From an optimization exercise on the open Yosys and OpenROAD flow, aimed at small area, a short achievable clock period and few clock cycles per item; shortcuts taken in it are not production practice.

==> inputs of wip/zinc <==
Design alarm_sched, start of the top module:
module alarm_sched (
    input  wire        clk,
    input  wire        rst,
    input  wire        cmd_valid,
    input  wire [63:0] cmd,
    output wire        cmd_ready,
    output reg         rsp_valid,
    output reg  [31:0] rsp_data,
    output wire [2:0]  rsp_fault,
    output wire        rsp_pend
);
export LEC_CHECK = 0
export ABC_AREA = 1
export CAP_MARGIN = 20
export CORE_MARGIN = 2
export CORE_UTILIZATION = 40
export CTS_CLUSTER_DIAMETER = 100
export CTS_CLUSTER_SIZE = 24
export SLEW_MARGIN = 20
export DONT_USE_CELLS = sky130_fd_sc_hd__ha_1 sky130_fd_sc_hd__ha_2 sky130_fd_sc_hd__ha_4 sky130_fd_sc_hd__fa_1 sky130_fd_sc_hd__fa_2 sky130_fd_sc_hd__fa_4
export BUFFER_PORTS_ARGS = -buffer_cell sky130_fd_sc_hd__buf_2
create_clock -name core_clock -period 45.0 [get_ports {clk}]
standard.sh (not shown) runs the stock make flow with config.mk's settings and CLKGATE_MAP_FILE= SYNTH_SCRIPT=/design/flow/synth_recipe.tcl, a recipe that flattens the netlist after the stock synthesis.
==> flow/flow/run.sh <==
#!/bin/bash
# The standard layout with two changes to the ORFS settings:
#  - the full and half adder cells are kept out of the design (the
#    platform's other don't-use cells are still appended by its config), so
#    ORFS skips extract_fa and abc maps the arithmetic itself;
#  - every port is still buffered, with buf_2 in place of ORFS's default
#    port buffer (clkdlybuf4s50_1, a slow delay cell).
set -euo pipefail
cat >> config.mk <<'EOC'
export DONT_USE_CELLS = sky130_fd_sc_hd__ha_1 sky130_fd_sc_hd__ha_2 sky130_fd_sc_hd__ha_4 sky130_fd_sc_hd__fa_1 sky130_fd_sc_hd__fa_2 sky130_fd_sc_hd__fa_4
export BUFFER_PORTS_ARGS = -buffer_cell sky130_fd_sc_hd__buf_2
EOC
bash standard.sh finish > flow_make.log 2>&1
==> wip/xenon (differences from wip/zinc) <==
--- a/flow/design.v
+++ b/flow/design.v
@@ -66,43 +66,21 @@
     reg        cq_v;
     reg  [7:0] cq_op;
     reg        cq_z1;          
     reg        cq_z2;          
     reg  [2:0] cq_a;           
-    reg [16:0] cq_d;           
-    reg        cq_bz;          
-    reg        cq_big;         
-    reg  [2:0] cq_cls;         
+    reg [31:0] cq_b;           
     assign cmd_ready = rdy;
     wire acc       = cmd_valid & rdy;
     wire acc_multi = acc & (cmd[63:62] == 2'b00) & (cmd[60:57] == 4'b0000) &
                      (cmd[61] ^ cmd[56]);
-    wire acc_reset = acc & (cmd[63:56] == OP_RESET);
-    wire acc_tset  = acc & cmd[58] & ~cmd[56];
-    wire [31:0] cb = cmd[31:0];
-    reg [2:0] class_code;
-    always @* begin
-        if (cb == 32'd0)
-            class_code = 3'd3;
-        else if (rge(cb, 32'd950) && rge(32'd1250, cb))
-            class_code = 3'd0;
-        else if (rge(cb, 32'd2050) && rge(32'd2350, cb))
-            class_code = 3'd1;
-        else if (rge(cb, 32'd13350) && rge(32'd13650, cb))
-            class_code = 3'd2;
-        else
-            class_code = 3'd4;
-    end
     always @(posedge clk) begin
         cq_op <= {2'b00, cmd[61:56]};
         cq_z1 <= (|cmd[63:62]) | (|cmd[55:45]);
         cq_z2 <= |cmd[44:35];
         cq_a  <= cmd[34:32];
-        cq_d  <= cb[16:0];
-        cq_bz <= (cb == 32'd0);
-        cq_big <= rge(cb, 32'd86400);
-        cq_cls <= class_code;
+        cq_b  <= cmd[31:0];
         rst_q <= rst;
         cq_v  <= acc & ~rst;
     end
     reg [31:0] cnt;
     reg [16:0] off;
@@ -119,11 +97,11 @@
     reg        hv;              
     reg        cvb;             
     reg [2:0]  cv;              
     assign rsp_fault = fault;
     assign rsp_pend  = pend;
-    wire b_zero = cq_bz;
+    wire b_zero = (cq_b == 32'd0);
     wire a_zero = (cq_a == 3'd0);
     wire z_hi   = cq_z1 | cq_z2;
     wire is_reset = cq_op == OP_RESET;
     wire is_sec   = cq_op == OP_SEC;
     wire is_class = cq_op == OP_CLASS;
@@ -138,21 +116,34 @@
         ((is_reset | is_sec | is_ainit | is_aserv | is_tget) & ~z_hi & a_zero & b_zero) |
         ((is_class | is_tset) & ~z_hi & a_zero) |
         (is_aset & ~z_hi) |
         (is_aget & ~z_hi & b_zero);
     wire day7     = (cq_a == 3'd7);
-    wire secs_big = cq_big;
-    reg         lo_sel;          
-    wire [31:0] div_src = cnt;
+    wire secs_big = rge(cq_b, 32'd86400);
+    reg [2:0] class_code;
+    always @* begin
+        if (b_zero)
+            class_code = 3'd3;
+        else if (rge(cq_b, 32'd950) && rge(32'd1250, cq_b))
+            class_code = 3'd0;
+        else if (rge(cq_b, 32'd2050) && rge(32'd2350, cq_b))
+            class_code = 3'd1;
+        else if (rge(cq_b, 32'd13350) && rge(32'd13650, cq_b))
+            class_code = 3'd2;
+        else
+            class_code = 3'd4;
+    end
+    wire        lo_now  = cq_v & multi & hv;
+    wire [31:0] div_src = (cq_v & is_tset) ? cq_b : cnt;
     reg  [10:0] r_w;
     reg  [2:0]  q_w;
     reg  [7:0]  bits_w;
     reg  [3:0]  t_w;
     reg  [32:0] d_w;
     integer     j;
     always @* begin
-        if (!lo_sel) begin
+        if (ph == 2'd0 && !lo_now) begin
             r_w    = {2'b00, div_src[31:23]};
             q_w    = 3'd0;
             bits_w = div_src[22:15];
         end else begin
             r_w    = {1'b0, dr};
@@ -169,11 +160,13 @@
                 t_w = {q_w, 1'b0};
             end
             q_w = (t_w[3] | (&t_w[2:0])) ? t_w[2:0] + 3'd1 : t_w[2:0];
         end
     end
-    wire [2:0] rd_idx   = (cvb | ph[1]) ? (cvb ? cv : dq) : cq_op[1] ? cq_a : nxt_dow;
+    wire       conv_now = (cq_v & (ph == 2'd0) & is_reset) | cvb;
+    wire [2:0] cidx     = cvb ? cv : 3'd0;
+    wire [2:0] rd_idx   = conv_now ? cidx : (ph == 2'd2) ? dq : cq_op[1] ? cq_a : nxt_dow;
     reg [16:0] rd_raw;
     reg        rd_v;
     always @* begin
         case (rd_idx)
             3'd0: rd_raw = tbl_s[0];
@@ -191,14 +184,13 @@
     wire [32:0] cs1b = radd({28'd0, cy[11:8]}, {29'd0, cy[14:12]}, 1'b0);
     wire [32:0] cs1  = radd({27'd0, cs1a[4:0]}, {27'd0, cs1b[4:0]}, 1'b0);
     wire [32:0] cs2  = radd({28'd0, cs1[3:0]}, {30'd0, cs1[5:4]}, 1'b0);
     wire        c15  = cs2[4] | (&cs2[3:0]);
     wire [3:0]  cmod = c15 ? cs2[3:0] + 4'd1 : cs2[3:0];
-    wire [32:0] cyl  = radd({28'd0, cy[3:0]}, ~{28'd0, cmod}, 1'b1);
-    wire [32:0] cyh  = radd({21'd0, cy[14:4]}, 32'hffff_ffff, 1'b0);
-    wire [16:0] rd_boot = {cyl[4] ? cyh[10:0] : cy[14:4], cyl[3:0], 2'b00};
-    wire [16:0] tbl_wd  = cvb ? rd_boot : cq_d;
+    wire [32:0] cyb  = radd({17'd0, cy}, ~{28'd0, cmod}, 1'b1);
+    wire [16:0] rd_boot = {cyb[14:0], 2'b00};
+    wire [16:0] tbl_wd  = conv_now ? rd_boot : cq_b[16:0];
     wire [16:0] rd    = rd_v ? rd_raw : 17'd0;
     wire        rd_nz = |rd;
     wire [16:0] sod      = {dr, cnt[6:0]};
     wire [32:0] bn_w     = radd({7'd0, cnt[31:7]}, ~{22'd0, dr}, 1'b1);
     wire [24:0] base_now = bn_w[24:0];
@@ -232,44 +224,44 @@
     always @* begin
         ph_n = 2'd0;
         if (start) ph_n = hv ? 2'd2 : 2'd1;
         else if (ph == 2'd1 || (ph == 2'd2 && cvb)) ph_n = 2'd2;
     end
-    wire hv_n = (ph == 2'd0) & ~(cq_v & (is_sec | multi)) & ~acc_tset & ~rst_q;
     integer k;
     always @(posedge clk) begin
         if (rst) begin
             ph  <= 2'd0;
             rdy <= 1'b1;
             cvb <= 1'b0;
             rsp_valid <= 1'b0;
         end else begin
             ph  <= ph_n;
-            rdy <= ~acc_multi & (ph_n != 2'd1) & ~(cvb & (cv != 3'd6));
-            cvb <= acc_reset | (cvb & (cv != 3'd6));
+            rdy <= ~acc_multi & (ph_n != 2'd1) & ~(conv_now & (cidx != 3'd6));
+            cvb <= conv_now & (cidx != 3'd6);
             rsp_valid <= (one & ~multi) | fin;
         end
         if (start)
             mleg <= legal;
         if (ph != 2'd2) begin
             dr <= r_w[9:0];
             dq <= q_w;
         end
-        hv <= hv_n;
-        lo_sel <= ~rst & ((acc_multi & hv_n) | (ph_n == 2'd1));
-        cv <= cvb ? cv + 3'd1 : 3'd0;
+        hv <= (ph == 2'd0) & ~(cq_v & (is_sec | multi)) & ~rst_q;
+        cv <= cidx + 3'd1;
         rsp_data <= 32'd0;
         if (one & good) begin
             if (is_tget)  rsp_data <= cnt;
             if (is_aget)  rsp_data <= {15'd0, rd};
-            if (is_class) rsp_data <= {29'd0, cq_cls};
+            if (is_class) rsp_data <= {29'd0, class_code};
             if (sv_go & ~sv_ovf) rsp_data <= sun ? 32'd1 : 32'd2;
         end
         if (one & is_sec)
             cnt <= cnt_inc;
+        if (one & is_tset)
+            cnt <= cq_b;
         for (k = 0; k < 7; k = k + 1) begin
-            if ((one & is_aset & (cq_a == k)) | (cvb & (cv == k)))
+            if ((one & is_aset & (cq_a == k)) | (conv_now & (cidx == k)))
                 tbl_s[k] <= tbl_wd;
             if (one & is_aset & (cq_a == k))
                 tbl_v[k] <= 1'b1;
         end
         if (one & is_sec & sec_hit)
@@ -315,9 +307,7 @@
             en    <= 1'b0;
             pend  <= 1'b0;
             fault <= F_NONE;
             tbl_v <= 7'd0;
         end
-        if (acc_tset)
-            cnt <= cb;
     end
 endmodule
--- a/flow/config.mk
+++ b/flow/config.mk
@@ -7,10 +7,10 @@
 export LEC_CHECK = 0
 export ABC_AREA = 1
 export CAP_MARGIN = 20
 export CORE_MARGIN = 2
 export CORE_UTILIZATION = 40
-export CTS_CLUSTER_DIAMETER = 100
+export CTS_CLUSTER_DIAMETER = 150
 export CTS_CLUSTER_SIZE = 24
 export SLEW_MARGIN = 20
 export DONT_USE_CELLS = sky130_fd_sc_hd__ha_1 sky130_fd_sc_hd__ha_2 sky130_fd_sc_hd__ha_4 sky130_fd_sc_hd__fa_1 sky130_fd_sc_hd__fa_2 sky130_fd_sc_hd__fa_4
 export BUFFER_PORTS_ARGS = -buffer_cell sky130_fd_sc_hd__buf_2
==> wip/umber (differences from wip/zinc) <==
--- a/flow/design.v
+++ b/flow/design.v
@@ -66,43 +66,22 @@
     reg        cq_v;
     reg  [7:0] cq_op;
     reg        cq_z1;          
     reg        cq_z2;          
     reg  [2:0] cq_a;           
-    reg [16:0] cq_d;           
-    reg        cq_bz;          
-    reg        cq_big;         
-    reg  [2:0] cq_cls;         
+    reg [31:0] cq_b;           
     assign cmd_ready = rdy;
     wire acc       = cmd_valid & rdy;
     wire acc_multi = acc & (cmd[63:62] == 2'b00) & (cmd[60:57] == 4'b0000) &
                      (cmd[61] ^ cmd[56]);
     wire acc_reset = acc & (cmd[63:56] == OP_RESET);
-    wire acc_tset  = acc & cmd[58] & ~cmd[56];
-    wire [31:0] cb = cmd[31:0];
-    reg [2:0] class_code;
-    always @* begin
-        if (cb == 32'd0)
-            class_code = 3'd3;
-        else if (rge(cb, 32'd950) && rge(32'd1250, cb))
-            class_code = 3'd0;
-        else if (rge(cb, 32'd2050) && rge(32'd2350, cb))
-            class_code = 3'd1;
-        else if (rge(cb, 32'd13350) && rge(32'd13650, cb))
-            class_code = 3'd2;
-        else
-            class_code = 3'd4;
-    end
     always @(posedge clk) begin
         cq_op <= {2'b00, cmd[61:56]};
         cq_z1 <= (|cmd[63:62]) | (|cmd[55:45]);
         cq_z2 <= |cmd[44:35];
         cq_a  <= cmd[34:32];
-        cq_d  <= cb[16:0];
-        cq_bz <= (cb == 32'd0);
-        cq_big <= rge(cb, 32'd86400);
-        cq_cls <= class_code;
+        cq_b  <= cmd[31:0];
         rst_q <= rst;
         cq_v  <= acc & ~rst;
     end
     reg [31:0] cnt;
     reg [16:0] off;
@@ -119,11 +98,11 @@
     reg        hv;              
     reg        cvb;             
     reg [2:0]  cv;              
     assign rsp_fault = fault;
     assign rsp_pend  = pend;
-    wire b_zero = cq_bz;
+    wire b_zero = (cq_b == 32'd0);
     wire a_zero = (cq_a == 3'd0);
     wire z_hi   = cq_z1 | cq_z2;
     wire is_reset = cq_op == OP_RESET;
     wire is_sec   = cq_op == OP_SEC;
     wire is_class = cq_op == OP_CLASS;
@@ -138,21 +117,34 @@
         ((is_reset | is_sec | is_ainit | is_aserv | is_tget) & ~z_hi & a_zero & b_zero) |
         ((is_class | is_tset) & ~z_hi & a_zero) |
         (is_aset & ~z_hi) |
         (is_aget & ~z_hi & b_zero);
     wire day7     = (cq_a == 3'd7);
-    wire secs_big = cq_big;
-    reg         lo_sel;          
-    wire [31:0] div_src = cnt;
+    wire secs_big = rge(cq_b, 32'd86400);
+    reg [2:0] class_code;
+    always @* begin
+        if (b_zero)
+            class_code = 3'd3;
+        else if (rge(cq_b, 32'd950) && rge(32'd1250, cq_b))
+            class_code = 3'd0;
+        else if (rge(cq_b, 32'd2050) && rge(32'd2350, cq_b))
+            class_code = 3'd1;
+        else if (rge(cq_b, 32'd13350) && rge(32'd13650, cq_b))
+            class_code = 3'd2;
+        else
+            class_code = 3'd4;
+    end
+    wire        lo_now  = cq_v & multi & hv;
+    wire [31:0] div_src = (cq_v & is_tset) ? cq_b : cnt;
     reg  [10:0] r_w;
     reg  [2:0]  q_w;
     reg  [7:0]  bits_w;
     reg  [3:0]  t_w;
     reg  [32:0] d_w;
     integer     j;
     always @* begin
-        if (!lo_sel) begin
+        if (ph == 2'd0 && !lo_now) begin
             r_w    = {2'b00, div_src[31:23]};
             q_w    = 3'd0;
             bits_w = div_src[22:15];
         end else begin
             r_w    = {1'b0, dr};
@@ -194,11 +186,11 @@
     wire        c15  = cs2[4] | (&cs2[3:0]);
     wire [3:0]  cmod = c15 ? cs2[3:0] + 4'd1 : cs2[3:0];
     wire [32:0] cyl  = radd({28'd0, cy[3:0]}, ~{28'd0, cmod}, 1'b1);
     wire [32:0] cyh  = radd({21'd0, cy[14:4]}, 32'hffff_ffff, 1'b0);
     wire [16:0] rd_boot = {cyl[4] ? cyh[10:0] : cy[14:4], cyl[3:0], 2'b00};
-    wire [16:0] tbl_wd  = cvb ? rd_boot : cq_d;
+    wire [16:0] tbl_wd  = cvb ? rd_boot : cq_b[16:0];
     wire [16:0] rd    = rd_v ? rd_raw : 17'd0;
     wire        rd_nz = |rd;
     wire [16:0] sod      = {dr, cnt[6:0]};
     wire [32:0] bn_w     = radd({7'd0, cnt[31:7]}, ~{22'd0, dr}, 1'b1);
     wire [24:0] base_now = bn_w[24:0];
@@ -232,11 +224,10 @@
     always @* begin
         ph_n = 2'd0;
         if (start) ph_n = hv ? 2'd2 : 2'd1;
         else if (ph == 2'd1 || (ph == 2'd2 && cvb)) ph_n = 2'd2;
     end
-    wire hv_n = (ph == 2'd0) & ~(cq_v & (is_sec | multi)) & ~acc_tset & ~rst_q;
     integer k;
     always @(posedge clk) begin
         if (rst) begin
             ph  <= 2'd0;
             rdy <= 1'b1;
@@ -252,22 +243,23 @@
             mleg <= legal;
         if (ph != 2'd2) begin
             dr <= r_w[9:0];
             dq <= q_w;
         end
-        hv <= hv_n;
-        lo_sel <= ~rst & ((acc_multi & hv_n) | (ph_n == 2'd1));
+        hv <= (ph == 2'd0) & ~(cq_v & (is_sec | multi)) & ~rst_q;
         cv <= cvb ? cv + 3'd1 : 3'd0;
         rsp_data <= 32'd0;
         if (one & good) begin
             if (is_tget)  rsp_data <= cnt;
             if (is_aget)  rsp_data <= {15'd0, rd};
-            if (is_class) rsp_data <= {29'd0, cq_cls};
+            if (is_class) rsp_data <= {29'd0, class_code};
             if (sv_go & ~sv_ovf) rsp_data <= sun ? 32'd1 : 32'd2;
         end
         if (one & is_sec)
             cnt <= cnt_inc;
+        if (one & is_tset)
+            cnt <= cq_b;
         for (k = 0; k < 7; k = k + 1) begin
             if ((one & is_aset & (cq_a == k)) | (cvb & (cv == k)))
                 tbl_s[k] <= tbl_wd;
             if (one & is_aset & (cq_a == k))
                 tbl_v[k] <= 1'b1;
@@ -315,9 +307,7 @@
             en    <= 1'b0;
             pend  <= 1'b0;
             fault <= F_NONE;
             tbl_v <= 7'd0;
         end
-        if (acc_tset)
-            cnt <= cb;
     end
 endmodule
--- a/flow/config.mk
+++ b/flow/config.mk
@@ -6,11 +6,11 @@
 export NUM_CORES = 4
 export LEC_CHECK = 0
 export ABC_AREA = 1
 export CAP_MARGIN = 20
 export CORE_MARGIN = 2
-export CORE_UTILIZATION = 40
-export CTS_CLUSTER_DIAMETER = 100
+export CORE_UTILIZATION = 65
+export CTS_CLUSTER_DIAMETER = 150
 export CTS_CLUSTER_SIZE = 24
 export SLEW_MARGIN = 20
 export DONT_USE_CELLS = sky130_fd_sc_hd__ha_1 sky130_fd_sc_hd__ha_2 sky130_fd_sc_hd__ha_4 sky130_fd_sc_hd__fa_1 sky130_fd_sc_hd__fa_2 sky130_fd_sc_hd__fa_4
 export BUFFER_PORTS_ARGS = -buffer_cell sky130_fd_sc_hd__buf_2
==> impl_metrics.json <==
{
  "criticalPathCategory": "input port to flop",
  "dr.max_layer_used": "met4",
  "skew_ps": 18.46,
  "timing.rr.start": "cq_op[1]$_DFF_P_",
  "status": "finished clean",
  "clkbuf_count": 25,
  "buffers": 123,
  "cp.arrival_ps": 10650,
  "worstPathCellList": "buf_2 > or4_1 > nor4_1 > nand2_1 > a31oi_1 > nor2_1",
  "first_pass_iters": 8,
  "multi_input_cells": 1887,
  "grt_use_met2_pct": 62.06,
  "drt_iter0_drc": 2082,
  "hp-start": "tbl_v[0]$_SDFFE_PP0P_",
  "worst_hold_path.endpoint": "tbl_v[0]$_SDFFE_PP0P_",
  "met3_usage_pct": 5.056
}
[end of results for wip/umber]
==> impl_metrics.json <==
{
  "timing.rr.start": "cvb$_SDFF_PP0_",
  "worstPathCellList": "buf_2 > nor4_1 > nand3_1 > inv_1 > nand2_1 > inv_1 > nand3_1 > nor3_1 > nor3b_1",
  "place_ws_ps": 34110,
  "buffers": 122,
  "hp-start": "tbl_v[2]$_SDFFE_PP0P_",
  "cp.arrival_ps": 10900,
  "drt_iter0_drc": 1351,
  "grt_max_degree": 36,
  "synth_top_family_by_area": "simple AND/OR/NAND/NOR gates",
  "status": "finished clean",
  "worstPathRequired_ps": 45440,
  "nWellTaps": 600,
  "grt_use_met2_pct": 38.18,
  "first_pass_iters": 5,
  "multi_input_cells": 1732
}
[end of results for wip/zinc]
==> impl_metrics.json <==
{
  "maxSlewViolCount": 0,
  "met3_usage_pct": 3.538,
  "timing.rr.start": "cq_op[0]$_DFF_P_",
  "cp.arrival_ps": 1160,
  "first_pass_iters": 6,
  "status": "finished clean",
  "dr.max_layer_used": "met5",
  "skew_ps": 25.79,
  "worst_hold_path.endpoint": "fault[2]$_SDFF_PP0_",
  "hold_buffers": 0,
  "clkbuf_count": 26,
  "fin_ws_ps": 34840,
  "grt_use_met2_pct": 38.13,
  "drt_iter0_drc": 1494,
  "multi_input_cells": 1864,
  "worstPathCellList": "buf_2"
}
[end of results for wip/xenon]
Function was not checked in any run of this note: the RTL went through the layout flow alone.

what the ideal ports hide:
The flow's constraints put no driver on any port. The routed layouts listed below were extracted and timed again, unchanged, in two steps. Step 1, drivers: a clkbuf_16 drives clk and a buf_2 each remaining input, both assumed. Step 2 times the ports against the registers' clock, not the clock port: input delays grow and output delays shrink by t, the midpoint of the rising clock arrivals with the driver on. Slacks: ideal ports / drivers / drivers and shift; pairs: ideal ports / drivers.
run	t, ns	setup WS [ns]	hold WS [ns]	worst setup path after step 2	pins driven straight from the clock port
wip/zinc	0.586	34.548 / 34.574 / 33.988	0.464 / 0.464 / 0.464	input to register	1
wip/xenon	0.591	34.839 / 34.788 / 34.986	0.416 / 0.416 / 0.416	input to register	1
wip/umber	0.582	34.786 / 34.788 / 34.240	0.458 / 0.458 / 0.458	input to register	1
After both steps every run listed still meets setup and hold. The setup slack of wip/zinc, which loses most, moves by +0.026 ns with the drivers and by -0.560 ns with both steps.
